Context: an optimization exercise on an open-source flow, tuned for small area, a short achievable clock period and few clock cycles per item. The choices shown serve that exercise and are no tape-out recipe. No functional check of the RTL was part of any run shown here.

[design.v]
module beep_div (
  input  [31:0] r,
  input  [31:0] d,
  output [31:0] rn,
  output [1:0]  q
);
  wire [34:0] x   = {1'b0, r, 2'b00};
  wire [34:0] d1  = {3'b0, d};
  wire [34:0] d2  = {2'b0, d, 1'b0};
  wire [34:0] t1  = x - d1;
  wire [34:0] t2  = x - d2;
  wire [34:0] xa  = {1'b0, r, 2'b10};
  wire [34:0] na  = ~d1;
  wire [34:0] nb  = ~d2;
  wire [34:0] cs  = xa ^ na ^ nb;
  wire [34:0] cc  = (xa & na) | (xa & nb) | (na & nb);
  wire [34:0] t3  = cs + {cc[33:0], 1'b0};
  wire        s1  = ~t1[34];
  wire        s2  = ~t2[34];
  wire        s3  = ~t3[34];
  assign q  = s3 ? 2'd3 : s2 ? 2'd2 : s1 ? 2'd1 : 2'd0;
  assign rn = s3 ? t3[31:0] : s2 ? t2[31:0] : s1 ? t1[31:0] : x[31:0];
endmodule
module beep_add #(
  parameter N = 32
) (
  input  [N-1:0] a,
  input  [N-1:0] b,
  input          ci,
  output [N-1:0] s,
  output         co
);
  assign {co, s} = {1'b0, a} + {1'b0, b} + {{N{1'b0}}, ci};
endmodule
module beep_filter (
  input                    clk,
  input                    rst,
  input                    start,
  input      [31:0]        sample_rate,
  input      [31:0]        cutoff,
  output     [7:0]         tan_addr,
  input      [15:0]        tan_data,
  output                   ready,
  output reg               done,
  output reg               err,
  output reg [7:0]         tidx,
  output reg [15:0]        wc,
  output reg signed [15:0] z1_re,
  output reg signed [15:0] z1_im,
  output reg signed [15:0] z2_re,
  output reg signed [15:0] z2_im,
  output reg signed [15:0] a1,
  output reg signed [15:0] a2,
  output reg signed [15:0] b0,
  output reg signed [15:0] b1,
  output reg signed [15:0] b2,
  output reg [31:0]        sum_a
);
  reg        ph_idle, ph_t0, ph_tdiv, ph_wld, ph_y1, ph_sq, ph_ld1,
             ph_z1, ph_z2, ph_pf, ph_fin;
  reg [2:0]  cnt;
  reg        cz;           
  reg        pinit;        
  reg [31:0] dv;           
  reg [31:0] r0, r1;       
  reg [15:0] q0, q1;       
  reg        q8;           
  reg        clp;          
  reg [1:0]  chi;          
  reg [7:0]  tq;           
  reg [15:0] w;            
  reg [14:0] y1;
  reg        nz;
  reg [15:0] u2;           
  reg [30:0] ss, sk;       
  reg [14:0] h0, h1;       
  reg [15:0] abar;         
  reg [17:0] abar3;        
  reg [15:0] bq;           
  reg [17:0] bq3;          
  reg        sa1, sa2, sa3, sal, sb1, sb2, sb3;
  reg [33:0] pacc;         
  reg [31:0] m0s, m0c;     
  reg        dp, dm;       
  assign ready    = ph_idle;
  assign tan_addr = tq;
  wire z1_end = ph_z1 & cz;
  wire z2_end = ph_z2 & cz;
  wire start_ok = ph_idle & start & (sample_rate != 32'd0);
  wire [31:0] fmax   = dv >> 2;
  wire [31:0] cut    = {chi, r0[31:2]};
  wire        c_zero = (cut == 32'd0);
  wire [31:0] fdif;
  wire        fnb;                                    
  beep_add #(32) u_cmp (.a(fmax), .b(~cut), .ci(1'b1), .s(fdif), .co(fnb));
  wire        c_eq   = (fdif == 32'd0);
  wire        c_big  = ~fnb;
  function [63:0] csa;
    input [31:0] a, b, c;
    begin
      csa[31:0]  = a ^ b ^ c;
      csa[63:32] = ((a & b) | (a & c) | (b & c)) << 1;
    end
  endfunction
  wire [31:0] r0n, r1n;
  wire [1:0]  g0, g1;
  beep_div u_d0 (.r(r0), .d(dv), .rn(r0n), .q(g0));
  beep_div u_d1 (.r(r1), .d(dv), .rn(r1n), .q(g1));
  wire [31:0] wl = {17'd0, w[14:0]};
  wire [63:0] ta = csa(wl << 14, wl << 12, wl << 11);
  wire [63:0] tb = csa(wl << 9,  wl << 7,  wl << 1);
  wire [63:0] tc = csa(ta[31:0], ta[63:32], tb[31:0]);
  wire [63:0] td = csa(tc[31:0], tc[63:32], tb[63:32]);
  wire [31:0] t;
  wire        t_co;
  assign {t_co, t} = {1'b0, td[31:0]} + {1'b0, td[63:32]};
  reg  [31:0] pp [0:15];
  integer i;
  always @* begin
    for (i = 0; i < 15; i = i + 1)
      pp[i] = y1[i] ? (((({17'd0, y1} >> (i + 1)) << 2) | 32'd1) << (2 * i + 1)) : 32'd0;
    pp[15] = nz ? {16'd0, y1, 1'b1} : 32'd0;
  end
  wire [63:0] l1a = csa(pp[0],  pp[1],  pp[2]);
  wire [63:0] l1b = csa(pp[3],  pp[4],  pp[5]);
  wire [63:0] l1c = csa(pp[6],  pp[7],  pp[8]);
  wire [63:0] l1d = csa(pp[9],  pp[10], pp[11]);
  wire [63:0] l1e = csa(pp[12], pp[13], pp[14]);
  wire [63:0] l2a = csa(l1a[31:0], l1a[63:32], l1b[31:0]);
  wire [63:0] l2b = csa(l1b[63:32], l1c[31:0], l1c[63:32]);
  wire [63:0] l2c = csa(l1d[31:0], l1d[63:32], l1e[31:0]);
  wire [63:0] l2d = csa(l1e[63:32], pp[15], 32'd0);
  wire [63:0] l3a = csa(l2a[31:0], l2a[63:32], l2b[31:0]);
  wire [63:0] l3b = csa(l2b[63:32], l2c[31:0], l2c[63:32]);
  wire [63:0] l4a = csa(l3a[31:0], l3a[63:32], l3b[31:0]);
  wire [63:0] l4b = csa(l3b[63:32], l2d[31:0], l2d[63:32]);
  wire [63:0] l5a = csa(l4a[31:0], l4a[63:32], l4b[31:0]);
  wire [63:0] l6a = csa(l5a[31:0], l5a[63:32], l4b[63:32]);
  wire [14:0] u     = {u2[15], u2[13:0]};
  wire [15:0] cor   = nz ? {y1, 1'b1} : 16'd0;
  wire [63:0] da    = csa({u2, 16'd0}, {1'b0, ss}, {1'b0, sk});
  wire [31:0] dc, nrc;
  wire        dc_co, nr_co;
  assign {dc_co, dc} = {1'b0, da[31:0]} + {1'b0, da[63:32]};
  wire [63:0] na_   = csa(32'h40000002, ~{1'b0, ss}, ~{1'b0, sk});
  assign {nr_co, nrc} = {1'b0, na_[31:0]} + {1'b0, na_[63:32]};
  wire [31:0] d2c, nr2c;
  wire        d2_co, n2_co;
  assign {d2_co, d2c} = {1'b0, dv} + {17'd0, cor};
  wire [63:0] n2a   = csa({1'b1, u, 16'd0}, ~dv, ~{16'd0, cor});
  assign {n2_co, nr2c} = {1'b0, n2a[31:0]} + {1'b0, n2a[63:33], 1'b1} + 33'd1;
  wire [17:0] ra    = ({18{sa1}} & {2'b0, abar})
                    | ({18{sa2}} & {1'b0, abar, 1'b0})
                    | ({18{sa3}} & abar3)
                    | ({18{sal}} & {abar[15], ~abar[15], abar[14:0], 1'b0});   
  wire [17:0] rb    = ({18{sb1}} & {2'b0, bq})
                    | ({18{sb2}} & {1'b0, bq, 1'b0})
                    | ({18{sb3}} & bq3);
  wire [33:0] pa    = {pacc[31:0], 2'b01};
  wire [33:0] pb    = ~{16'd0, ra};
  wire [33:0] pc    = {16'd0, rb};
  wire [33:0] ps    = pa ^ pb ^ pc;
  wire [33:0] pk    = (pa & pb) | (pa & pc) | (pb & pc);
  wire [33:0] pnext;
  wire        pn_co;
  assign {pn_co, pnext} = {1'b0, ps} + {1'b0, pk[32:0], 1'b0};
  wire [15:0] abarc;
  wire        ab_co;
  beep_add #(16) u_ab (.a(16'h8000), .b(~{1'b0, h0}), .ci(~h0[0]), .s(abarc), .co(ab_co));
  wire [17:0] abar3c;
  wire        a3_co;
  beep_add #(18) u_a3 (.a({2'b0, abarc}), .b({1'b0, abarc, 1'b0}), .ci(1'b0), .s(abar3c), .co(a3_co));
  wire [14:0] bpc;
  wire        bp_co;
  beep_add #(15) u_bp (.a({1'b0, h1[13:0]}), .b(15'd0), .ci(h1[0]), .s(bpc), .co(bp_co));
  wire [17:0] bq3c;
  wire        b3_co;
  beep_add #(18) u_b3 (.a({2'b0, bpc, 1'b0}), .b({1'b0, bpc, 2'b0}), .ci(1'b0), .s(bq3c), .co(b3_co));
  wire [16:0] ac;
  wire        ac_co;
  beep_add #(17) u_ac (.a({1'b0, abar} + 17'h18000), .b(~{2'b0, q0[15:1]}), .ci(~q0[1]), .s(ac), .co(ac_co));
  wire [15:0] a1c   = ac[16:1];
  wire [17:0] suma  = {pacc[33], pacc[33:17]};
  wire [14:0] sv    = pacc[29:15];
  wire [31:0] s32   = {17'd0, sv};
  wire [63:0] ma    = csa(s32, s32 << 1, s32 << 4);
  wire [63:0] mb    = csa(s32 << 5, s32 << 8, s32 << 9);
  wire [63:0] mc    = csa(ma[31:0], ma[63:32], mb[31:0]);
  wire [63:0] md    = csa(mb[63:32], s32 << 12, s32 << 13);
  wire [63:0] me    = csa(mc[31:0], mc[63:32], md[31:0]);
  wire [63:0] mf    = csa(me[31:0], me[63:32], md[63:32]);
  wire [31:0] bm;
  wire        bm_co;
  wire [31:0] drow  = ({32{dp}} & 32'd13107) | ({32{dm}} & ~32'd13107);
  wire [63:0] mg    = csa(m0s, {m0c[31:1], dm}, drow);
  beep_add #(32) u_bm (.a(mg[31:0]), .b(mg[63:32]), .ci(1'b0), .s(bm), .co(bm_co));
  wire        bz    = suma[17] | (suma[16:3] == 14'd0 && suma[2:0] <= 3'd5);
  wire [15:0] b1c   = bz ? 16'd0 : bm[31:16];
  wire [15:0] a2c;
  wire        a2_co;
  beep_add #(16) u_a2 (.a({suma[15:14] + 2'b11, suma[13:0]}), .b(~a1c), .ci(1'b1), .s(a2c), .co(a2_co));
  always @(posedge clk) begin
    y1   <= t[29:15];
    nz   <= (w[13:0] != 14'd0);
    u2   <= {1'b0, y1} + {2'b01, 13'd0, nz};
    ss   <= l6a[30:0];
    sk   <= l6a[62:32];
    abar  <= abarc;
    abar3 <= abar3c;
    bq    <= {bpc, 1'b0};
    bq3   <= bq3c;
    m0s   <= mf[31:0];
    m0c   <= mf[63:32];
    dp    <= (pnext[18:17] - pacc[16:15]) == 2'd1;
    dm    <= (pnext[18:17] - pacc[16:15]) == 2'd3;
    if (ph_idle)
      dv <= sample_rate;
    else if (ph_ld1)
      dv <= dc;
    else if (z1_end)
      dv <= d2c;
    if (ph_idle)
      r0 <= {cutoff[29:0], 2'b00};
    else if (ph_ld1)
      r0 <= nrc;
    else if (z1_end)
      r0 <= nr2c;
    else
      r0 <= r0n;
    if (ph_idle)
      r1 <= {sample_rate[31:2], 2'b00};
    else if (ph_ld1)
      r1 <= {2'b0, y1, 15'd0};
    else if (z1_end)
      r1 <= {2'b0, u, 15'd0};
    else
      r1 <= r1n;
    if (!(ph_pf | ph_fin)) begin
      q0 <= {q0[13:0], g0};
      q1 <= {q1[13:0], g1};
      sa1 <= (g0 == 2'd1) & ~z2_end;
      sa2 <= (g0 == 2'd2) & ~z2_end;
      sa3 <= (g0 == 2'd3) & ~z2_end;
      sal <= g0[1] & z2_end;
      sb1 <= (g1 == 2'd1);
      sb2 <= (g1 == 2'd2);
      sb3 <= (g1 == 2'd3);
    end
    if (ph_idle)
      chi <= cutoff[31:30];
    if (ph_t0) begin
      q8  <= (dv[1:0] == 2'b00) && (c_zero || c_big || c_eq);
      clp <= c_zero || c_big;
    end
    if (ph_wld)
      w <= tan_data;
    if (z1_end) begin
      h0 <= {q0[13:0], g0[1]};    
      h1 <= {q1[12:0], g1};
    end
    if (pinit)
      pacc <= {18'd0, abarc};
    else
      pacc <= pnext;
  end
  always @(posedge clk) begin
    cnt <= cnt - 3'd1;
    cz  <= (cnt == 3'd1);
    if (ph_idle) begin
      cnt <= 3'd3;
      cz  <= 1'b0;
    end
    if (ph_ld1 | z1_end) begin
      cnt <= 3'd7;
      cz  <= 1'b0;
    end
    pinit <= z1_end;
    if (rst) begin
      ph_idle  <= 1'b1;
      ph_t0    <= 1'b0;
      ph_tdiv  <= 1'b0;
      ph_wld   <= 1'b0;
      ph_y1    <= 1'b0;
      ph_sq    <= 1'b0;
      ph_ld1   <= 1'b0;
      ph_z1    <= 1'b0;
      ph_z2    <= 1'b0;
      ph_pf    <= 1'b0;
      ph_fin   <= 1'b0;
      done     <= 1'b0;
      err      <= 1'b0;
      tq       <= 8'd0;
      tidx     <= 8'd0;
      wc       <= 16'd0;
      z1_re    <= 16'sd0;
      z1_im    <= 16'sd0;
      z2_re    <= 16'sd0;
      z2_im    <= 16'sd0;
      a1       <= 16'sd0;
      a2       <= 16'sd0;
      b0       <= 16'sd0;
      b1       <= 16'sd0;
      b2       <= 16'sd0;
      sum_a    <= 32'd0;
    end else begin
      ph_idle  <= (ph_idle & ~start_ok) | ph_fin;
      ph_t0    <= start_ok;
      ph_tdiv  <= start_ok | (ph_tdiv & ~cz);
      ph_wld   <= ph_tdiv & cz;
      ph_y1    <= ph_wld;
      ph_sq    <= ph_y1;
      ph_ld1   <= ph_sq;
      ph_z1    <= ph_ld1 | (ph_z1 & ~cz);
      ph_z2    <= z1_end | (ph_z2 & ~cz);
      ph_pf    <= ph_z2 & cz;
      ph_fin   <= ph_pf;
      done     <= ph_fin | (ph_idle & start & (sample_rate == 32'd0));
      if (ph_idle & start & (sample_rate == 32'd0))
        err <= 1'b1;
      if (ph_tdiv & cz)
        tq <= q8 ? 8'hff : clp ? {q1[5:0], g1} : {q0[5:0], g0};
      if (ph_fin) begin
        tidx  <= tq;
        wc    <= w;
        z1_re <= {1'b0, h0};
        z1_im <= {1'b0, h1};
        z2_re <= {1'b0, q0[15:1]};
        z2_im <= -q1;
        a1    <= a1c;
        a2    <= {2'b0, a2c[13:0]};                  
        b0    <= {5'b0, b1c[11:1]};                  
        b1    <= {4'b0, b1c[11:0]};
        b2    <= {5'b0, b1c[11:1]};
        sum_a <= {{17{suma[17]}}, suma[14:0]};       
        err   <= 1'b0;
      end
    end
  end
endmodule
[constraint.sdc]
create_clock -name core_clock -period 15.0 [get_ports {clk}]
set_input_delay 3.0000 -clock core_clock [delete_from_list [all_inputs] [get_ports {clk}]]
set_output_delay 3.0000 -clock core_clock [all_outputs]
set_load 0.01 [all_outputs]
[config.mk]
export PLATFORM = sky130hd
export DESIGN_NAME = beep_filter
export DESIGN_NICKNAME = beep_filter
export VERILOG_FILES = /design/flow/design.v
export SDC_FILE = /design/flow/constraint.sdc
export NUM_CORES = 4
export LEC_CHECK = 0
export CAP_MARGIN = 20
export CORE_MARGIN = 2
export CORE_UTILIZATION = 40
export PLACE_DENSITY = 0.6
export SLEW_MARGIN = 20
[run.sh]
#!/bin/bash
# synth_recipe.tcl (not shown) runs the flow's synth.tcl, then flattens the netlist and writes it again
# the make line also repeats each setting of config.mk as NAME=value (left out here)
make -C /OpenROAD-flow-scripts/flow DESIGN_CONFIG=/design/flow/config.mk WORK_HOME=/design/flow/orfs CLKGATE_MAP_FILE= SYNTH_SCRIPT=/design/flow/synth_recipe.tcl finish
==> results of run 1 <==
[cell usage after synthesis (82+ instances only)]
library cell	count	area [µm²]
sky130_fd_sc_hd__and2_1	82	513.0
sky130_fd_sc_hd__fa_1	303	6066
sky130_fd_sc_hd__xnor2_1	269	2356
sky130_fd_sc_hd__nor2_1	474	1779
sky130_fd_sc_hd__nand2_1	376	1411
sky130_fd_sc_hd__clkbuf_1	133	499.2
sky130_fd_sc_hd__o21ai_0	290	1451
sky130_fd_sc_hd__a21oi_1	407	2037
sky130_fd_sc_hd__a21o_1	161	1209
sky130_fd_sc_hd__nor3_1	97	485.5
sky130_fd_sc_hd__mux2i_1	152	1521
sky130_fd_sc_hd__xor2_1	153	1340
sky130_fd_sc_hd__ha_1	703	8796
sky130_fd_sc_hd__dfxtp_1	469	9389
sky130_fd_sc_hd__nand3_1	101	505.5
sky130_fd_sc_hd__inv_1	631	2369
sky130_fd_sc_hd__edfxtp_1	121	3633
[cells by family after synthesis]
kind of cell / count (synthesis)
other: 1
DFF: 590
and+or+nand+nor: 1481
xor gates and xnor gates: 422
buffers and inverters: 865
AOI/OAI and AO/OA: 1513
muxes: 168
adders and majority gates: 1006
[flip-flops by register name, summed over array words and instances, names as in the netlist, 16 cells and up, named ones only]
signal  count
u2         16
pacc       33
a1         16
sk         27
r0         32
wc         16
q1         16
z2_im      16
sum_a      16
w          16
m0c        23
abar3      17
r1         32
dv         32
ss         31
m0s        28
q0         16
[per-layer routing]
layer	vias up	GRT usage, %
met3	354	4.031
met1	22270	35.51
met2	1641	44.07
met4	8	12.25
li1	21620	-
met5	-	0
[through the flow]
stage / worst slack, ns / utilization, % / area, µm² / hold slack [ns]
CTS: 9.416 / 45.50 / 60720 / 0.4142
finish: 9.319 / 45.51 / 60730 / 0.4072
global placement: 9.197 / 43.62 / 58220 / 0.3851
global route: 9.043 / 45.50 / 60720 / 0.4414
floorplan: 10.67 / - / 53880 / 0.3753
detailed placement: 9.316 / 43.63 / 58230 / 0.4006
[worst register-to-register path, cell delays in order, from the launching register on]
cell and delay [ns]:
sky130_fd_sc_hd__edfxtp_1 0.47, sky130_fd_sc_hd__inv_1 0.49, sky130_fd_sc_hd__fa_1 0.51, sky130_fd_sc_hd__ha_1 0.37, sky130_fd_sc_hd__a21o_1 0.21, sky130_fd_sc_hd__a211oi_1 0.29
sky130_fd_sc_hd__nand4bb_1 0.22, sky130_fd_sc_hd__a41oi_2 0.45, sky130_fd_sc_hd__o21bai_1 0.27, sky130_fd_sc_hd__o221ai_1 0.22, sky130_fd_sc_hd__a21o_1 0.14, sky130_fd_sc_hd__buf_4 0.24
sky130_fd_sc_hd__clkinv_1 0.10, sky130_fd_sc_hd__buf_4 0.26, sky130_fd_sc_hd__nor2_1 0.55, sky130_fd_sc_hd__inv_1 0.22, sky130_fd_sc_hd__a211o_1 0.33, sky130_fd_sc_hd__a32o_1 0.24
[final timing paths]
kind | startpoint | end | slack, ns | depth (start not counted)
worst max-delay path | dv[3] | r1[31] | 9.32 | 17
worst min-delay path | cnt[0] | cnt[0] | 0.41 | 1
worst max register to register | dv[3] | r1[31] | 9.32 | 17
worst min register to register | cnt[0] | cnt[0] | 0.41 | 1
[layout make-up]
cell class | count | area, µm²
Fill cell | 13090 | 72720
Multi-Input combinational cell | 4609 | 37410
Sequential cell | 590 | 13030
Timing Repair Buffer | 332 | 3196
Inverter | 636 | 2387
Tap cell | 1768 | 2212
Clock buffer | 107 | 2150
Clock inverter | 28 | 336.6
Antenna cell | 4 | 10.01
==> results_dict.tcl, run 1 <==
set metrics [dict create \
    drv_slew 0 \
    place_hpwl_mm 152.0 \
    fin_worst_skew_ns 0.06180 \
    post_route_cells_drive_above_1_share_pct 4.173 \
    cts.sink_count 590 \
    design.portCount 294 \
    synth_area_per_cell_um2 8.901 \
    synth_seq_area_share_pct 24.20 \
    hold_path.class "reg2reg" \
    status "no timing/DRC/antenna violations" \
    maximum_clock_rate_mhz 176.0 \
    instances_no_fill 8074 \
    grt_overflow 0 \
    cts_resized 0 \
    unrepaired_setup_endpoints_after_global_routing "no" \
    detail_route.wirelength_mm 189.4 \
    first_global_vias 45260 \
    dr_wl_met3_mm 12.77 \
    crit_path_start_kind "flop" \
    clock_tree_from_tritoncts "done" \
    drt-vias-per-instance 5.683 \
    worst_slew_margin_rel_pct 19.02 \
    drv.max_cap_violation_count 0 \
    top_layer_used "met5" \
    worstPathBufferInverterCount 5 \
    clk_pin_slew_ns 0.06 \
    required_arrival_time_at_the_worst_endpoint_ns 15.59 \
    synth-warning-count 2 \
    post_synth_instance_area_um2 53820 \
    ratio_of_final_minimum_period_to_clock_period_pct 37.87 \
    synth_ff_type "sky130_fd_sc_hd__dfxtp_1" \
    post_synth_xor_area_fraction_pct 6.868 \
    rows 134 \
    path_cells "inv_1, fa_1, ha_1, a21o_1, a211oi_1, nand4bb_1, a41oi_2, o21bai_1, o221ai_1, a21o_1, buf_4, clkinv_1, buf_4, nor2_1, inv_1, a211o_1, a32o_1" \
    slowest_stage "sky130_fd_sc_hd__nor2_1" \
    postSynth.asyncResetShare_pct 0 \
    critical_path.max_stage_delay_ns 0.52 \
    die_area_um2 137500 \
    synth_edf_count 121 \
    clock_latency_on_the_worst_skew_pair_ns 0.71 \
    grt_max_degree 89 \
    synth.area.mux_share_pct 3.169 \
    critPathTopFamily "compound AO/OA/AOI/OAI gates" \
    end_kind "flop" \
    cp.arrival_ns 6.27 \
    area_delta_synth_final_pct 12.86 \
    floorplan.initialDensity_pct 40.32 \
    detailroute.via_count 45890 \
    ctsHoldBuffers 0 \
    first_pass_grt_wire_length_mm 281.7 \
    wl_met2_mm 86.28 \
    die_height_um 370.8 \
    setup_viol 0 \
    mostFrequentLayoutCells "sky130_fd_sc_hd__ha_1, sky130_fd_sc_hd__inv_1, sky130_fd_sc_hd__nor2_1" \
    core_area_um2 133500 \
    numPortBuffers 274 \
    ant_nets 0 \
    drtPass1Iterations 7 \
    number_of_buffers_inserted_to_repair_setup_after_cts 0 \
    cts_made_buffers 73 \
    die_x_um 370.8 \
    gp_routability_congestion 1.010 \
    wire_per_inst_um 23.45 \
    setup.worst_path.class "reg2reg" \
    clk_path_buf_depth 3 \
    drt_iter0_drc 4155 \
    post_synthesis_compound_gate_area_fraction_pct 18.67 \
    tightestPinTransition_ns 1.204 \
    synth-simple-area-share_pct 12.96 \
    setup-tns-final_ns 0 \
    placed_cells 7935 \
    synth_top_family_by_area "adder cells" \
    drc_errors 0 \
    crit_fanout 25 \
    wirelength_met1_mm 80.83 \
    grt_util_all_layers_pct 27.10 \
    ys_types 99 \
    htreeDepth 3 \
    yosys.area_share.adder_pct 27.62 \
    ctsRootBufferMaster "sky130_fd_sc_hd__clkbuf_16" \
    finalCriticalPeriod_ns 5.681 \
    layout.cells.most_common "sky130_fd_sc_hd__ha_1" \
    synth_seq_cells 590 \
    syn_inst 6046 \
    num-nets-final 7331 \
    final_hold_violation_count 0 \
    grt_antenna_before_repair 7 \
]
==> inputs of run 2 (changes only) <==
--- a/design.v
+++ b/design.v
@@ -1,17 +1,15 @@
 module beep_div (
   input  [31:0] r,
-  input  [31:0] d,
+  input  [31:0] dn,
   output [31:0] rn,
   output [1:0]  q
 );
   wire [34:0] x   = {1'b0, r, 2'b00};
-  wire [34:0] d1  = {3'b0, d};
-  wire [34:0] d2  = {2'b0, d, 1'b0};
-  wire [34:0] t1  = x - d1;
-  wire [34:0] t2  = x - d2;
+  wire [34:0] na  = {3'b111, dn};           
+  wire [34:0] nb  = {2'b11, dn, 1'b1};       
+  wire [34:0] t1  = x + na + 35'd1;
+  wire [34:0] t2  = x + nb + 35'd1;
   wire [34:0] xa  = {1'b0, r, 2'b10};
-  wire [34:0] na  = ~d1;
-  wire [34:0] nb  = ~d2;
   wire [34:0] cs  = xa ^ na ^ nb;
   wire [34:0] cc  = (xa & na) | (xa & nb) | (na & nb);
   wire [34:0] t3  = cs + {cc[33:0], 1'b0};
@@ -61,7 +59,8 @@
   reg [2:0]  cnt;
   reg        cz;           
   reg        pinit;        
-  reg [31:0] dv;           
+  reg [31:0] dvn;          
+  wire [31:0] dv = ~dvn;
   reg [31:0] r0, r1;       
   reg [15:0] q0, q1;       
   reg        q8;           
@@ -93,7 +92,7 @@
   wire [31:0] fdif;
   wire        fnb;                                    
   beep_add #(32) u_cmp (.a(fmax), .b(~cut), .ci(1'b1), .s(fdif), .co(fnb));
-  wire        c_eq   = (fdif == 32'd0);
+  wire        c_eq   = (cut == fmax);
   wire        c_big  = ~fnb;
   function [63:0] csa;
     input [31:0] a, b, c;
@@ -104,8 +103,8 @@
   endfunction
   wire [31:0] r0n, r1n;
   wire [1:0]  g0, g1;
-  beep_div u_d0 (.r(r0), .d(dv), .rn(r0n), .q(g0));
-  beep_div u_d1 (.r(r1), .d(dv), .rn(r1n), .q(g1));
+  beep_div u_d0 (.r(r0), .dn(dvn), .rn(r0n), .q(g0));
+  beep_div u_d1 (.r(r1), .dn(dvn), .rn(r1n), .q(g1));
   wire [31:0] wl = {17'd0, w[14:0]};
   wire [63:0] ta = csa(wl << 14, wl << 12, wl << 11);
   wire [63:0] tb = csa(wl << 9,  wl << 7,  wl << 1);
@@ -147,7 +146,7 @@
   wire [31:0] d2c, nr2c;
   wire        d2_co, n2_co;
   assign {d2_co, d2c} = {1'b0, dv} + {17'd0, cor};
-  wire [63:0] n2a   = csa({1'b1, u, 16'd0}, ~dv, ~{16'd0, cor});
+  wire [63:0] n2a   = csa({1'b1, u, 16'd0}, dvn, ~{16'd0, cor});
   assign {n2_co, nr2c} = {1'b0, n2a[31:0]} + {1'b0, n2a[63:33], 1'b1} + 33'd1;
   wire [17:0] ra    = ({18{sa1}} & {2'b0, abar})
                     | ({18{sa2}} & {1'b0, abar, 1'b0})
@@ -214,11 +213,11 @@
     dp    <= (pnext[18:17] - pacc[16:15]) == 2'd1;
     dm    <= (pnext[18:17] - pacc[16:15]) == 2'd3;
     if (ph_idle)
-      dv <= sample_rate;
+      dvn <= ~sample_rate;
     else if (ph_ld1)
-      dv <= dc;
+      dvn <= ~dc;
     else if (z1_end)
-      dv <= d2c;
+      dvn <= ~d2c;
     if (ph_idle)
       r0 <= {cutoff[29:0], 2'b00};
     else if (ph_ld1)
@@ -327,11 +326,11 @@
         z2_re <= {1'b0, q0[15:1]};
         z2_im <= -q1;
         a1    <= a1c;
-        a2    <= {2'b0, a2c[13:0]};                  
-        b0    <= {5'b0, b1c[11:1]};                  
-        b1    <= {4'b0, b1c[11:0]};
-        b2    <= {5'b0, b1c[11:1]};
-        sum_a <= {{17{suma[17]}}, suma[14:0]};       
+        a2    <= a2c;
+        b0    <= {1'b0, b1c[15:1]};
+        b1    <= b1c;
+        b2    <= {1'b0, b1c[15:1]};
+        sum_a <= {{14{suma[17]}}, suma};
         err   <= 1'b0;
       end
     end
==> results_dict.tcl, run 2 <==
set metrics [dict create \
    first_pass_grt_wire_length_mm 256.4 \
    post_synth_instance_area_um2 52820 \
    worst-r2r-cell-count 18 \
    core_area_um2 131300 \
    crit_fanout 25 \
    die_x_um 367.4 \
    fin_worst_skew_ns 0.04476 \
    placed_cells 7740 \
    crit_end "r1[19]" \
    clk_pin_slew_ns 0.06 \
    syn_inst 5850 \
    setup_viol 0 \
    required_arrival_time_at_the_worst_endpoint_ns 15.56 \
    clk_path_buf_depth 3 \
    regToRegStartpoint "dvn[0]" \
    drc_errors 0 \
    final_hold_violation_count 0 \
    filler_cell_count 12620 \
    synth-warning-count 2 \
    ctsHoldBuffers 0 \
    synth_ff_type "sky130_fd_sc_hd__dfxtp_1" \
    maximum_clock_rate_mhz 163.8 \
    netlist.top_cell.by_area "sky130_fd_sc_hd__dfxtp_1" \
    critical_path_source "dvn[0]" \
    cts_resized 0 \
    die_height_um 367.4 \
    grt_antenna_before_repair 13 \
    detailroute.via_count 43640 \
    numPortBuffers 288 \
    num-nets-final 7156 \
    place_hpwl_mm 134.9 \
    setup.worst_path.class "reg2reg" \
    multi_input_area_um2 36300 \
    largest_register_ff_count 33 \
    layout.cells.most_common "sky130_fd_sc_hd__ha_1" \
    clock_latency_on_the_worst_skew_pair_ns 0.70 \
    synth_top_area_share_pct 18.08 \
    ys_top_cells_by_count "sky130_fd_sc_hd__ha_1, sky130_fd_sc_hd__inv_1, sky130_fd_sc_hd__dfxtp_1, sky130_fd_sc_hd__nor2_1, sky130_fd_sc_hd__nand2_1" \
    drt-vias-per-instance 5.538 \
    rows 133 \
    crit_path_start_kind "flop" \
    grt_max_degree 62 \
    cts_made_buffers 74 \
    synth_seq_cells 598 \
    drtPass1Iterations 6 \
    post_route_cells_drive_above_1_share_pct 3.888 \
    htreeDepth 3 \
    end_kind "flop" \
    cts.sink_count 598 \
    floorplan.initialDensity_pct 40.23 \
    status "no timing/DRC/antenna violations" \
    cp.arrival_ns 6.66 \
    hold_path.class "reg2reg" \
    ratio_of_final_minimum_period_to_clock_period_pct 40.71 \
    ys_types 93 \
    gp_routability_congestion 0.9739 \
    largest-register "pacc" \
    drv_slew 0 \
    ctsRootBufferMaster "sky130_fd_sc_hd__clkbuf_16" \
    worst_slew_margin_rel_pct 21.02 \
    number_of_buffers_inserted_to_repair_setup_after_cts 0 \
    wire_per_inst_um 21.59 \
    netlist_top_cells_area "sky130_fd_sc_hd__dfxtp_1, sky130_fd_sc_hd__ha_1, sky130_fd_sc_hd__fa_1" \
    detail_route.wirelength_mm 170.1 \
    first_global_vias 42300 \
    drt_iter0_drc 3330 \
    post-synth-top-count-cell "sky130_fd_sc_hd__ha_1" \
    unrepaired_setup_endpoints_after_global_routing "no" \
    grt_overflow 0 \
    design.portCount 294 \
    postLayoutCoreUtil_pct 45.68 \
    grt_util_all_layers_pct 24.67 \
    ff_latch_area_um2 13190 \
    mostFrequentLayoutCells "sky130_fd_sc_hd__ha_1, sky130_fd_sc_hd__inv_1, sky130_fd_sc_hd__dfxtp_1" \
    die_area_um2 135000 \
    instances_no_fill 7880 \
    clock_tree_from_tritoncts "done" \
    synth_seq_area_share_pct 24.96 \
    synth_area_per_cell_um2 9.029 \
    setup-tns-final_ns 0 \
    ant_nets 0 \
    synth_edf_count 121 \
    drv.max_cap_violation_count 0 \
    reg2reg_to "r1[19]" \
    finalCriticalPeriod_ns 6.106 \
    tightestPinTransition_ns 1.177 \
    postSynth.asyncResetShare_pct 0 \
    area_delta_synth_final_pct 13.55 \
    r2r_slack_ns 8.89 \
]
## run 2: changes by cell type after synthesis, moves of 17 or more
cell,delta
sky130_fd_sc_hd__nor2_1,-43
sky130_fd_sc_hd__a21oi_1,-35
sky130_fd_sc_hd__xnor2_1,-26
sky130_fd_sc_hd__a21o_1,+24
sky130_fd_sc_hd__o211ai_1,+24
sky130_fd_sc_hd__nor3_1,-20
sky130_fd_sc_hd__xor2_1,+20
sky130_fd_sc_hd__nand2b_1,-18
sky130_fd_sc_hd__or3_1,-17
## run 2: layout make-up
class	instances	share of cell area (%)
multi-input cells	4414	60.53
flip-flops and latches	598	22.00
repair buffers	344	5.504
inverters	629	3.937
well taps	1755	3.661
clock buffers	102	3.588
clock inverters	35	0.7740
diodes	3	0.01252
## run 2: worst max-delay path: stages (launching register included)
cell and delay (ns):
sky130_fd_sc_hd__edfxtp_1 0.84, sky130_fd_sc_hd__inv_1 0.27, sky130_fd_sc_hd__ha_1 0.27, sky130_fd_sc_hd__inv_1 0.10, sky130_fd_sc_hd__ha_1 0.26, sky130_fd_sc_hd__a21oi_1 0.28
sky130_fd_sc_hd__o2111ai_1 0.30, sky130_fd_sc_hd__a221oi_2 0.51, sky130_fd_sc_hd__a211oi_1 0.19, sky130_fd_sc_hd__nor3_2 0.37, sky130_fd_sc_hd__a31oi_2 0.20, sky130_fd_sc_hd__o221ai_4 0.73
sky130_fd_sc_hd__inv_2 0.46, sky130_fd_sc_hd__nor2_2 0.20, sky130_fd_sc_hd__buf_4 0.27, sky130_fd_sc_hd__inv_2 0.19, sky130_fd_sc_hd__a211oi_1 0.25, sky130_fd_sc_hd__a211oi_1 0.08
sky130_fd_sc_hd__o22a_1 0.18
## run 2: worst min path at each step
stage,start,endpoint,slack (ns),cells after the start
floorplan,cnt[0],cnt[0],0.38,1
global placement,cnt[0],cnt[0],0.39,1
detailed placement,cnt[0],cnt[0],0.39,1
CTS,cnt[0],cnt[0],0.41,1
global route,cnt[0],cnt[0],0.45,1
finish,cnt[0],cnt[0],0.41,1
## run 2: stage by stage
stage	area (µm²)	hold slack [ns]	worst slack, ns
5_1_grt	59970	0.4489	8.603
4_1_cts	59970	0.4059	8.974
2_1_floorplan	52830	0.3753	10.61
3_5_place_dp	57350	0.3943	9.047
6_report	59970	0.4070	8.894
3_3_place_gp	57350	0.3881	9.152
## run 2: cells by family after synthesis
group                    synth area share (%)
flip-flops                              24.96
XOR/XNOR                                6.898
buffers and inverters                   6.410
AO/OA/AOI/OAI                           18.45
multiplexers                            2.838
AND/OR/NAND/NOR                         12.14
adder cells (fa/ha/maj)                 28.30
other                                0.007100
## run 2: metal layers
metal | wire length (µm) | up-vias | part of all wire, % | track usage, %
met5 | 96 | - | 0.056 | 0
met4 | 8508 | 14 | 5.0 | 11.50
met3 | 10920 | 328 | 6.4 | 4.243
met2 | 77370 | 1396 | 45 | 39.83
met1 | 73220 | 20960 | 43 | 32.04
li1 | - | 20950 | - | -
==> inputs of run 3 (changes only) <==
--- a/design.v
+++ b/design.v
@@ -160,6 +160,7 @@
   wire [33:0] pc    = {16'd0, rb};
   wire [33:0] ps    = pa ^ pb ^ pc;
   wire [33:0] pk    = (pa & pb) | (pa & pc) | (pb & pc);
+  wire [19:0] dsum  = {3'b0, pacc[14:0], 2'b01} + pb[19:0] + pc[19:0];
   wire [33:0] pnext;
   wire        pn_co;
   assign {pn_co, pnext} = {1'b0, ps} + {1'b0, pk[32:0], 1'b0};
@@ -210,8 +211,8 @@
     bq3   <= bq3c;
     m0s   <= mf[31:0];
     m0c   <= mf[63:32];
-    dp    <= (pnext[18:17] - pacc[16:15]) == 2'd1;
-    dm    <= (pnext[18:17] - pacc[16:15]) == 2'd3;
+    dp    <= ~dsum[19] & dsum[17];
+    dm    <= dsum[19];
     if (ph_idle)
       dvn <= ~sample_rate;
     else if (ph_ld1)
==> results_dict.tcl, run 3 <==
set metrics [dict create \
    maximum_clock_rate_mhz 180.2 \
    setup.worst_path.class "reg2reg" \
    final_hold_violation_count 0 \
    synth_top_area_share_pct 17.89 \
    largest-register "pacc" \
    first_global_vias 44250 \
    rows 134 \
    end_kind "flop" \
    syn_inst 5971 \
    first_pass_grt_wire_length_mm 262.3 \
    setup_viol 0 \
    filler_cell_count 12830 \
    grt_overflow 0 \
    drt-vias-per-instance 5.590 \
    postSynth.asyncResetShare_pct 0 \
    num-nets-final 7287 \
    grt_max_degree 92 \
    tightestPinTransition_ns 1.087 \
    synth_edf_count 121 \
    clk_pin_slew_ns 0.07 \
    synth-warning-count 2 \
    clk_path_buf_depth 3 \
    multi_input_area_um2 36800 \
    post-synth-top-count-cell "sky130_fd_sc_hd__ha_1" \
    synth_seq_cells 598 \
    cp.arrival_ns 6.07 \
    worst_hold_path.num_cells 1 \
    mostFrequentLayoutCells "sky130_fd_sc_hd__ha_1, sky130_fd_sc_hd__inv_1, sky130_fd_sc_hd__dfxtp_1" \
    ctsHoldBuffers 0 \
    setup-tns-final_ns 0 \
    gp_routability_congestion 0.9551 \
    unrepaired_setup_endpoints_after_global_routing "no" \
    cts_made_buffers 75 \
    drc_errors 0 \
    drv_slew 0 \
    worst_hold_slack_ns 0.4110 \
    clock_latency_on_the_worst_skew_pair_ns 0.71 \
    design.portCount 294 \
    core_area_um2 133000 \
    die_x_um 369.3 \
    grt_util_all_layers_pct 24.99 \
    die_height_um 369.3 \
    layout.cells.most_common "sky130_fd_sc_hd__ha_1" \
    ff_latch_area_um2 13190 \
    ys_types 90 \
    wire_per_inst_um 21.69 \
    worst-r2r-cell-count 16 \
    grt_antenna_before_repair 8 \
    post_route_cells_drive_above_1_share_pct 3.831 \
    largest_register_ff_count 33 \
    post_synth_instance_area_um2 53370 \
    finalCriticalPeriod_ns 5.548 \
    drv.max_cap_violation_count 0 \
    die_area_um2 136400 \
    netlist_top_cells_area "sky130_fd_sc_hd__dfxtp_1, sky130_fd_sc_hd__ha_1, sky130_fd_sc_hd__fa_1" \
    crit_path_start_kind "flop" \
    floorplan.initialDensity_pct 40.14 \
    detail_route.wirelength_mm 173.7 \
    synth_area_per_cell_um2 8.938 \
    place_hpwl_mm 137.6 \
    area_delta_synth_final_pct 13.43 \
    ys_top_cells_by_count "sky130_fd_sc_hd__ha_1, sky130_fd_sc_hd__inv_1, sky130_fd_sc_hd__dfxtp_1, sky130_fd_sc_hd__nor2_1, sky130_fd_sc_hd__a21oi_1" \
    required_arrival_time_at_the_worst_endpoint_ns 15.52 \
    fin_worst_skew_ns 0.06055 \
    cts_resized 0 \
    cts.sink_count 598 \
    worst_slew_margin_rel_pct 25.65 \
    status "no timing/DRC/antenna violations" \
    drt_iter0_drc 3650 \
    htreeDepth 3 \
    number_of_buffers_inserted_to_repair_setup_after_cts 0 \
    ctsRootBufferMaster "sky130_fd_sc_hd__clkbuf_16" \
    detailroute.via_count 44770 \
    numPortBuffers 288 \
    drtPass1Iterations 10 \
    synth_seq_area_share_pct 24.70 \
    synth_ff_type "sky130_fd_sc_hd__dfxtp_1" \
    ratio_of_final_minimum_period_to_clock_period_pct 36.99 \
    clock_tree_from_tritoncts "done" \
    crit_fanout 33 \
    netlist.top_cell.by_area "sky130_fd_sc_hd__dfxtp_1" \
    ant_nets 0 \
    hold_path.class "reg2reg" \
]
## run 3: cell count changes after synthesis, moves of 16 or more
cell	before	now
sky130_fd_sc_hd__nor2_1	431	467
sky130_fd_sc_hd__o211ai_1	74	44
sky130_fd_sc_hd__or3_1	18	34
sky130_fd_sc_hd__nor2b_1	79	54
sky130_fd_sc_hd__nand2b_1	44	62
sky130_fd_sc_hd__xnor2_1	243	262
sky130_fd_sc_hd__xor2_1	173	139
sky130_fd_sc_hd__a21oi_1	372	388
sky130_fd_sc_hd__a21o_1	185	157
sky130_fd_sc_hd__nor3_1	77	129
## run 3: path summary, 6_finish.rpt
check,end,slack (ns),startpoint
max,r1[31],9.45,dvn[2]
min,ph_ld1,0.41,ph_sq
max reg2reg,r1[31],9.45,dvn[2]
min reg2reg,ph_ld1,0.41,ph_sq
## run 3: cells by family after synthesis
group,count (synthesis),synth area share [%]
AO/OA/AOI/OAI,1458,18.03
XOR/XNOR,401,6.581
adder cells (fa/ha/maj),1029,28.40
buffers and inverters,855,6.447
flip-flops,598,24.70
multiplexers,151,2.839
other,1,0.007026
AND/OR/NAND/NOR,1478,13.00
## run 3: layout make-up
type                       instances  area share (%)
clock inverter                    44          0.9280
antenna                            3         0.01240
clock buffer                      95           3.429
tap                             1768           3.654
inverter                         634           3.935
sequential                       598           21.79
multi-input combinational       4522           60.78
timing repair buffer             345           5.465
## run 3: metal layers
metal / global-route usage (%) / part of all wire [%]
met1: 33.21 / 44
met2: 41.75 / 47
met3: 2.694 / 5.2
met4: 9.262 / 3.6
met5: 0 / 0.0075
## run 3: metrics by stage
stage / utilization [%] / worst slack, ns / instance area, µm² / cells
2_1_floorplan: - / 10.49 / 53390 / 5975
6_report: 45.53 / 9.452 / 60540 / 8009
3_5_place_dp: 43.54 / 9.536 / 57890 / 7867
3_3_place_gp: 43.54 / 9.591 / 57890 / 7867
4_1_cts: 45.53 / 9.480 / 60530 / 8006
5_1_grt: 45.53 / 9.178 / 60540 / 8008
## run 3: critical path: stages (launching register included)
cell and delay (ns):
sky130_fd_sc_hd__edfxtp_1 0.83, sky130_fd_sc_hd__fa_1 0.54, sky130_fd_sc_hd__ha_1 0.34, sky130_fd_sc_hd__a21o_1 0.22, sky130_fd_sc_hd__a221oi_2 0.35, sky130_fd_sc_hd__o21ai_1 0.24
sky130_fd_sc_hd__a21bo_2 0.29, sky130_fd_sc_hd__a2111oi_4 0.49, sky130_fd_sc_hd__o31ai_2 0.14, sky130_fd_sc_hd__a31oi_1 0.16, sky130_fd_sc_hd__or2_1 0.11, sky130_fd_sc_hd__buf_4 0.31
sky130_fd_sc_hd__inv_4 0.24, sky130_fd_sc_hd__nor2_1 0.42, sky130_fd_sc_hd__inv_1 0.29, sky130_fd_sc_hd__nor3_1 0.26, sky130_fd_sc_hd__o41ai_1 0.09
==> inputs of run 4 (changes only) <==
--- a/design.v
+++ b/design.v
@@ -1,15 +1,17 @@
 module beep_div (
   input  [31:0] r,
-  input  [31:0] dn,
+  input  [31:0] d,
   output [31:0] rn,
   output [1:0]  q
 );
   wire [34:0] x   = {1'b0, r, 2'b00};
-  wire [34:0] na  = {3'b111, dn};           
-  wire [34:0] nb  = {2'b11, dn, 1'b1};       
-  wire [34:0] t1  = x + na + 35'd1;
-  wire [34:0] t2  = x + nb + 35'd1;
+  wire [34:0] d1  = {3'b0, d};
+  wire [34:0] d2  = {2'b0, d, 1'b0};
+  wire [34:0] t1  = x - d1;
+  wire [34:0] t2  = x - d2;
   wire [34:0] xa  = {1'b0, r, 2'b10};
+  wire [34:0] na  = ~d1;
+  wire [34:0] nb  = ~d2;
   wire [34:0] cs  = xa ^ na ^ nb;
   wire [34:0] cc  = (xa & na) | (xa & nb) | (na & nb);
   wire [34:0] t3  = cs + {cc[33:0], 1'b0};
@@ -59,8 +61,7 @@
   reg [2:0]  cnt;
   reg        cz;           
   reg        pinit;        
-  reg [31:0] dvn;          
-  wire [31:0] dv = ~dvn;
+  reg [31:0] dv;           
   reg [31:0] r0, r1;       
   reg [15:0] q0, q1;       
   reg        q8;           
@@ -75,12 +76,13 @@
   reg [14:0] h0, h1;       
   reg [15:0] abar;         
   reg [17:0] abar3;        
-  reg [15:0] bq;           
+  reg [14:0] bq;           
   reg [17:0] bq3;          
-  reg        sa1, sa2, sa3, sal, sb1, sb2, sb3;
+  reg        sa1, sa2, sa3, sl1, sl3, sb1, sb2, sb3;
   reg [33:0] pacc;         
   reg [31:0] m0s, m0c;     
-  reg        dp, dm;       
+  reg [2:0]  s0r;          
+  reg        b1f, b2f;     
   assign ready    = ph_idle;
   assign tan_addr = tq;
   wire z1_end = ph_z1 & cz;
@@ -103,8 +105,8 @@
   endfunction
   wire [31:0] r0n, r1n;
   wire [1:0]  g0, g1;
-  beep_div u_d0 (.r(r0), .dn(dvn), .rn(r0n), .q(g0));
-  beep_div u_d1 (.r(r1), .dn(dvn), .rn(r1n), .q(g1));
+  beep_div u_d0 (.r(r0), .d(dv), .rn(r0n), .q(g0));
+  beep_div u_d1 (.r(r1), .d(dv), .rn(r1n), .q(g1));
   wire [31:0] wl = {17'd0, w[14:0]};
   wire [63:0] ta = csa(wl << 14, wl << 12, wl << 11);
   wire [63:0] tb = csa(wl << 9,  wl << 7,  wl << 1);
@@ -138,29 +140,41 @@
   wire [14:0] u     = {u2[15], u2[13:0]};
   wire [15:0] cor   = nz ? {y1, 1'b1} : 16'd0;
   wire [63:0] da    = csa({u2, 16'd0}, {1'b0, ss}, {1'b0, sk});
-  wire [31:0] dc, nrc;
-  wire        dc_co, nr_co;
+  wire [31:0] dc;
+  wire        dc_co;
   assign {dc_co, dc} = {1'b0, da[31:0]} + {1'b0, da[63:32]};
-  wire [63:0] na_   = csa(32'h40000002, ~{1'b0, ss}, ~{1'b0, sk});
-  assign {nr_co, nrc} = {1'b0, na_[31:0]} + {1'b0, na_[63:32]};
-  wire [31:0] d2c, nr2c;
-  wire        d2_co, n2_co;
+  wire [31:0] k1    = b1f ? 32'h80000005 : 32'h80000002;
+  wire [63:0] ra1   = csa({~ss, 1'b1}, {~sk, 1'b1}, b1f ? ~{u2, 16'd0} : 32'd0);
+  wire [63:0] ra2   = csa(b1f ? ~{1'b0, ss} : 32'd0, b1f ? ~{1'b0, sk} : 32'd0, k1);
+  wire [63:0] ra3   = csa(ra1[31:0], ra1[63:32], ra2[31:0]);
+  wire [63:0] ra4   = csa(ra3[31:0], ra3[63:32], ra2[63:32]);
+  wire [31:0] nrc;
+  wire        nr_co;
+  assign {nr_co, nrc} = {1'b0, ra4[31:0]} + {1'b0, ra4[63:32]};
+  wire [31:0] d2c;
+  wire        d2_co;
   assign {d2_co, d2c} = {1'b0, dv} + {17'd0, cor};
-  wire [63:0] n2a   = csa({1'b1, u, 16'd0}, dvn, ~{16'd0, cor});
-  assign {n2_co, nr2c} = {1'b0, n2a[31:0]} + {1'b0, n2a[63:33], 1'b1} + 33'd1;
+  wire [31:0] k2    = b2f ? 32'd4 : 32'd2;
+  wire [63:0] rb1   = csa({u, 17'd0}, {~dv[30:0], 1'b1}, {15'h7fff, ~cor, 1'b1});
+  wire [63:0] rb2   = csa(b2f ? ~dv : 32'd0, b2f ? ~{16'd0, cor} : 32'd0, k2);
+  wire [63:0] rb3   = csa(rb1[31:0], rb1[63:32], rb2[31:0]);
+  wire [63:0] rb4   = csa(rb3[31:0], rb3[63:32], rb2[63:32]);
+  wire [31:0] nr2c;
+  wire        n2_co;
+  assign {n2_co, nr2c} = {1'b0, rb4[31:0]} + {1'b0, rb4[63:32]};
   wire [17:0] ra    = ({18{sa1}} & {2'b0, abar})
                     | ({18{sa2}} & {1'b0, abar, 1'b0})
                     | ({18{sa3}} & abar3)
-                    | ({18{sal}} & {abar[15], ~abar[15], abar[14:0], 1'b0});   
-  wire [17:0] rb    = ({18{sb1}} & {2'b0, bq})
-                    | ({18{sb2}} & {1'b0, bq, 1'b0})
+                    | ({18{sl1}} & {1'b0, abar[15], ~abar[15], abar[14:0]})    
+                    | ({18{sl3}} & {abar3[17:15] + 3'd1, abar3[14:0]});        
+  wire [17:0] rb    = ({18{sb1}} & {3'b0, bq})
+                    | ({18{sb2}} & {2'b0, bq, 1'b0})
                     | ({18{sb3}} & bq3);
   wire [33:0] pa    = {pacc[31:0], 2'b01};
   wire [33:0] pb    = ~{16'd0, ra};
   wire [33:0] pc    = {16'd0, rb};
   wire [33:0] ps    = pa ^ pb ^ pc;
   wire [33:0] pk    = (pa & pb) | (pa & pc) | (pb & pc);
-  wire [19:0] dsum  = {3'b0, pacc[14:0], 2'b01} + pb[19:0] + pc[19:0];
   wire [33:0] pnext;
   wire        pn_co;
   assign {pn_co, pnext} = {1'b0, ps} + {1'b0, pk[32:0], 1'b0};
@@ -175,13 +189,13 @@
   beep_add #(15) u_bp (.a({1'b0, h1[13:0]}), .b(15'd0), .ci(h1[0]), .s(bpc), .co(bp_co));
   wire [17:0] bq3c;
   wire        b3_co;
-  beep_add #(18) u_b3 (.a({2'b0, bpc, 1'b0}), .b({1'b0, bpc, 2'b0}), .ci(1'b0), .s(bq3c), .co(b3_co));
+  beep_add #(18) u_b3 (.a({3'b0, bpc}), .b({2'b0, bpc, 1'b0}), .ci(1'b0), .s(bq3c), .co(b3_co));
   wire [16:0] ac;
   wire        ac_co;
-  beep_add #(17) u_ac (.a({1'b0, abar} + 17'h18000), .b(~{2'b0, q0[15:1]}), .ci(~q0[1]), .s(ac), .co(ac_co));
+  beep_add #(17) u_ac (.a({1'b0, abar} + 17'h18000), .b(~{2'b0, b2f, q0[13:0]}), .ci(~q0[0]), .s(ac), .co(ac_co));
   wire [15:0] a1c   = ac[16:1];
-  wire [17:0] suma  = {pacc[33], pacc[33:17]};
-  wire [14:0] sv    = pacc[29:15];
+  wire [17:0] suma  = pacc[33:16];
+  wire [14:0] sv    = pacc[28:14];
   wire [31:0] s32   = {17'd0, sv};
   wire [63:0] ma    = csa(s32, s32 << 1, s32 << 4);
   wire [63:0] mb    = csa(s32 << 5, s32 << 8, s32 << 9);
@@ -191,8 +205,10 @@
   wire [63:0] mf    = csa(me[31:0], me[63:32], md[63:32]);
   wire [31:0] bm;
   wire        bm_co;
-  wire [31:0] drow  = ({32{dp}} & 32'd13107) | ({32{dm}} & ~32'd13107);
-  wire [63:0] mg    = csa(m0s, {m0c[31:1], dm}, drow);
+  wire [2:0]  dl    = suma[2:0] - s0r;
+  wire [31:0] drow  = dl == 3'd1 ? 32'd13107 : dl == 3'd7 ? ~32'd13107 :
+                      dl == 3'd6 ? ~32'd26214 : 32'd0;
+  wire [63:0] mg    = csa(m0s, {m0c[31:1], dl[2]}, drow);
   beep_add #(32) u_bm (.a(mg[31:0]), .b(mg[63:32]), .ci(1'b0), .s(bm), .co(bm_co));
   wire        bz    = suma[17] | (suma[16:3] == 14'd0 && suma[2:0] <= 3'd5);
   wire [15:0] b1c   = bz ? 16'd0 : bm[31:16];
@@ -207,18 +223,19 @@
     sk   <= l6a[62:32];
     abar  <= abarc;
     abar3 <= abar3c;
-    bq    <= {bpc, 1'b0};
+    bq    <= bpc;
     bq3   <= bq3c;
     m0s   <= mf[31:0];
     m0c   <= mf[63:32];
-    dp    <= ~dsum[19] & dsum[17];
-    dm    <= dsum[19];
+    s0r   <= pacc[16:14];
+    b1f   <= (w[14:0] <= 15'd12711);
+    b2f   <= (w[14:0] <= 15'd12709);
     if (ph_idle)
-      dvn <= ~sample_rate;
+      dv <= sample_rate;
     else if (ph_ld1)
-      dvn <= ~dc;
+      dv <= dc;
     else if (z1_end)
-      dvn <= ~d2c;
+      dv <= d2c;
     if (ph_idle)
       r0 <= {cutoff[29:0], 2'b00};
     else if (ph_ld1)
@@ -230,18 +247,19 @@
     if (ph_idle)
       r1 <= {sample_rate[31:2], 2'b00};
     else if (ph_ld1)
-      r1 <= {2'b0, y1, 15'd0};
+      r1 <= {y1, 17'd0};
     else if (z1_end)
-      r1 <= {2'b0, u, 15'd0};
+      r1 <= {u, 17'd0};
     else
       r1 <= r1n;
     if (!(ph_pf | ph_fin)) begin
       q0 <= {q0[13:0], g0};
       q1 <= {q1[13:0], g1};
       sa1 <= (g0 == 2'd1) & ~z2_end;
-      sa2 <= (g0 == 2'd2) & ~z2_end;
+      sa2 <= (g0 == 2'd2);
       sa3 <= (g0 == 2'd3) & ~z2_end;
-      sal <= g0[1] & z2_end;
+      sl1 <= (g0 == 2'd1) & z2_end;
+      sl3 <= (g0 == 2'd3) & z2_end;
       sb1 <= (g1 == 2'd1);
       sb2 <= (g1 == 2'd2);
       sb3 <= (g1 == 2'd3);
@@ -255,11 +273,11 @@
     if (ph_wld)
       w <= tan_data;
     if (z1_end) begin
-      h0 <= {q0[13:0], g0[1]};    
-      h1 <= {q1[12:0], g1};
+      h0 <= {b1f, q0[11:0], g0};
+      h1 <= {1'b0, q1[11:0], g1};
     end
     if (pinit)
-      pacc <= {18'd0, abarc};
+      pacc <= b2f ? {18'd0, abarc} : {17'd0, abarc, 1'b0};
     else
       pacc <= pnext;
   end
@@ -271,7 +289,7 @@
       cz  <= 1'b0;
     end
     if (ph_ld1 | z1_end) begin
-      cnt <= 3'd7;
+      cnt <= 3'd6;
       cz  <= 1'b0;
     end
     pinit <= z1_end;
@@ -324,8 +342,8 @@
         wc    <= w;
         z1_re <= {1'b0, h0};
         z1_im <= {1'b0, h1};
-        z2_re <= {1'b0, q0[15:1]};
-        z2_im <= -q1;
+        z2_re <= {1'b0, b2f, q0[13:0]};
+        z2_im <= -{2'b0, q1[13:0]};
         a1    <= a1c;
         a2    <= a2c;
         b0    <= {1'b0, b1c[15:1]};
==> results_dict.tcl, run 4 <==
set metrics [dict create \
    ratio_of_final_minimum_period_to_clock_period_pct 43.68 \
    syn_inst 6489 \
    clk_pin_slew_ns 0.06 \
    end_kind "flop" \
    worstPathBufferInverterCount 4 \
    gp_routability_congestion 0.9908 \
    critical_path_source "b1f" \
    worst_hold_path.num_cells 1 \
    num-nets-final 7973 \
    cts_made_buffers 76 \
    worst-r2r-cell-count 19 \
    largest_register_ff_count 33 \
    die_height_um 385.0 \
    first_global_vias 47940 \
    numPortBuffers 287 \
    synth_top_area_share_pct 16.52 \
    required_arrival_time_at_the_worst_endpoint_ns 15.60 \
    drtPass1Iterations 6 \
    grt_antenna_before_repair 6 \
    setup-tns-final_ns 0 \
    drt_iter0_drc 3684 \
    drc_errors 0 \
    post_synth_instance_area_um2 58050 \
    largest-register "pacc" \
    die_area_um2 148200 \
    synth_area_per_cell_um2 8.946 \
    critical_path_cell_count 19 \
    worst_slew_margin_rel_pct 22.66 \
    cts.sink_count 596 \
    slowest_stage "sky130_fd_sc_hd__a211oi_1" \
    design.portCount 294 \
    critical_path.max_stage_delay_ns 0.88 \
    reg2reg_to "r0[31]" \
    fin_worst_skew_ns 0.04032 \
    mostFrequentLayoutCells "sky130_fd_sc_hd__inv_1, sky130_fd_sc_hd__ha_1, sky130_fd_sc_hd__nor2_1" \
    die_x_um 385.0 \
    setup_viol 0 \
    drv.max_cap_violation_count 0 \
    crit_fanout 72 \
    postSynth.asyncResetShare_pct 0 \
    ctsHoldBuffers 0 \
    r2r_slack_ns 8.45 \
    filler_cell_count 13840 \
    grt_util_all_layers_pct 26.31 \
    detail_route.wirelength_mm 197.0 \
    status "no timing/DRC/antenna violations" \
    clock_latency_on_the_worst_skew_pair_ns 0.71 \
    detailroute.via_count 48440 \
    synth_seq_area_share_pct 22.57 \
    tightestPinTransition_ns 1.159 \
    crit_path_start_kind "flop" \
    first_pass_grt_wire_length_mm 296.9 \
    rows 139 \
    ys_top_cells_by_count "sky130_fd_sc_hd__inv_1, sky130_fd_sc_hd__ha_1, sky130_fd_sc_hd__nor2_1, sky130_fd_sc_hd__dfxtp_1, sky130_fd_sc_hd__fa_1" \
    ctsRootBufferMaster "sky130_fd_sc_hd__clkbuf_16" \
    regToRegStartpoint "b1f" \
    critPathTopFamily "compound AO/OA/AOI/OAI gates" \
    postLayoutCoreUtil_pct 45.48 \
    netlist_top_cells_area "sky130_fd_sc_hd__dfxtp_1, sky130_fd_sc_hd__ha_1, sky130_fd_sc_hd__fa_1" \
    synth_edf_count 117 \
    grt_max_degree 90 \
    clk_path_buf_depth 3 \
    clock_tree_from_tritoncts "done" \
    post-synth-top-count-cell "sky130_fd_sc_hd__inv_1" \
    layout.cells.most_common "sky130_fd_sc_hd__inv_1" \
    maximum_clock_rate_mhz 152.6 \
    ant_nets 0 \
    unrepaired_setup_endpoints_after_global_routing "no" \
    synth-warning-count 2 \
    wire_per_inst_um 22.75 \
    hold_path.class "reg2reg" \
    finalCriticalPeriod_ns 6.553 \
    synth_ff_type "sky130_fd_sc_hd__dfxtp_1" \
    path_cells "inv_2, buf_4, nor2_1, ha_1, fa_1, inv_1, fa_1, inv_1, ha_1, a2111oi_0, o21ai_0, a211oi_1, o211ai_1, a211oi_1, nor2_1, o21ai_0, o21ai_0, xnor2_1, a211oi_1" \
    cts_resized 0 \
    drt-vias-per-instance 5.593 \
    drv_slew 0 \
    ys_types 95 \
    netlist.top_cell.by_area "sky130_fd_sc_hd__dfxtp_1" \
    htreeDepth 3 \
    synth_seq_cells 596 \
    place_hpwl_mm 156.0 \
    floorplan.initialDensity_pct 40.36 \
    cp.arrival_ns 7.15 \
    post_route_cells_drive_above_1_share_pct 3.790 \
    area_delta_synth_final_pct 12.69 \
    core_area_um2 143800 \
    final_hold_violation_count 0 \
    setup.worst_path.class "reg2reg" \
    grt_overflow 0 \
    crit_end "r0[31]" \
    number_of_buffers_inserted_to_repair_setup_after_cts 0 \
]
[run 4: cell types whose count changed in the layout (fill, tap and decap cells not counted), sizes merged, moves of 21 or more]
cell   before  now
inv       638  864
and2       87  108
nor2      467  566
ha        724  751
nor3      129  101
xnor2     262  288
a21oi     388  414
fa        304  448
[run 4: worst reg2reg max path: cells and delay by family, from the launching register on]
kind	cells	cell delay, ns
compound gates	8	2.93
fa+ha+maj	4	1.68
buf+inv	4	0.81
flops	1	0.56
simple gates	2	0.29
xor+xnor	1	0.18
[run 4: worst min-delay path by stage]
stage | startpoint | end | slack [ns]
after floorplan | nz | ss[0] | 0.37
after global placement | ph_sq | ph_ld1 | 0.42
after detailed placement | ph_sq | ph_ld1 | 0.43
after CTS | ph_sq | ph_ld1 | 0.44
after global routing | ph_y1 | ph_sq | 0.46
final | ph_y1 | ph_sq | 0.44
[run 4: per-layer routing]
metal,vias to the layer above,GRT usage [%],routed length (µm)
li1,22650,-,-
met1,23760,33.61,82130
met2,1628,44.16,93450
met3,404,3.989,12340
met4,0,11.08,9113
met5,-,0,0
[run 4: cell families after synthesis]
| kind of cell | Yosys count | synth area share [%] |
|---|---|---|
| muxes | 155 | 2.686 |
| AOI/OAI and AO/OA | 1488 | 16.96 |
| and+or+nand+nor | 1548 | 12.48 |
| other | 1 | 0.006460 |
| xor gates and xnor gates | 417 | 6.292 |
| adders and majority gates | 1199 | 31.64 |
| buffers and inverters | 1085 | 7.371 |
| DFF | 596 | 22.57 |
[run 4: final cells by class]
class	count	area, µm²	area share (%)
antenna	3	7.507	0.01148
inverter	857	3217	4.917
sequential	596	13110	20.05
clock inverter	46	609.3	0.9315
clock buffer	96	2058	3.146
multi-input combinational	4813	40710	62.22
tap	1903	2381	3.640
timing repair buffer	347	3324	5.082
[run 4: through the flow]
stage               cells  instance area (µm²)  setup WS, ns  hold WS, ns
finish               8661                65420         8.447       0.4383
global route         8658                65410         8.089       0.4636
CTS                  8658                65410         8.437       0.4418
floorplan            6494                58070         8.938       0.3702
detailed placement   8516                62740         8.503       0.4268
global placement     8516                62740         8.675       0.4248

-- static timing again, ports no longer ideal --
The flow's constraints put no driver on any port. The routed layouts listed below were extracted and timed again, unchanged, in two steps.
Step 1 assumes that a clkbuf_16 drives the clock port and a buf_2 every other input.
Step 2 also shifts input and output timing later by t, the mid clock arrival at the registers, as if the neighbouring blocks saw the same clock.
Slacks: no drivers / after step 1 / after step 2; pairs: no drivers / after step 1.
| run | shift t [ns] | setup slack, ns | worst setup path after step 2 | slew at the worst register clock pin (ns) |
|---|---|---|---|---|
| run 1 | 0.756 | 9.319 / 9.319 / 9.238 | input to register | 0.07 / 0.07 |
| run 2 | 0.754 | 8.894 / 8.894 / 8.894 | register to register | 0.07 / 0.07 |
| run 3 | 0.755 | 9.452 / 9.452 / 9.352 | input to register | 0.07 / 0.07 |
| run 4 | 0.768 | 8.447 / 8.447 / 8.447 | register to register | 0.07 / 0.07 |
After both steps every run listed still meets setup and hold. For run 3, which loses most, drivers alone change the setup slack by 0.000 ns; drivers and shift together by -0.100 ns.
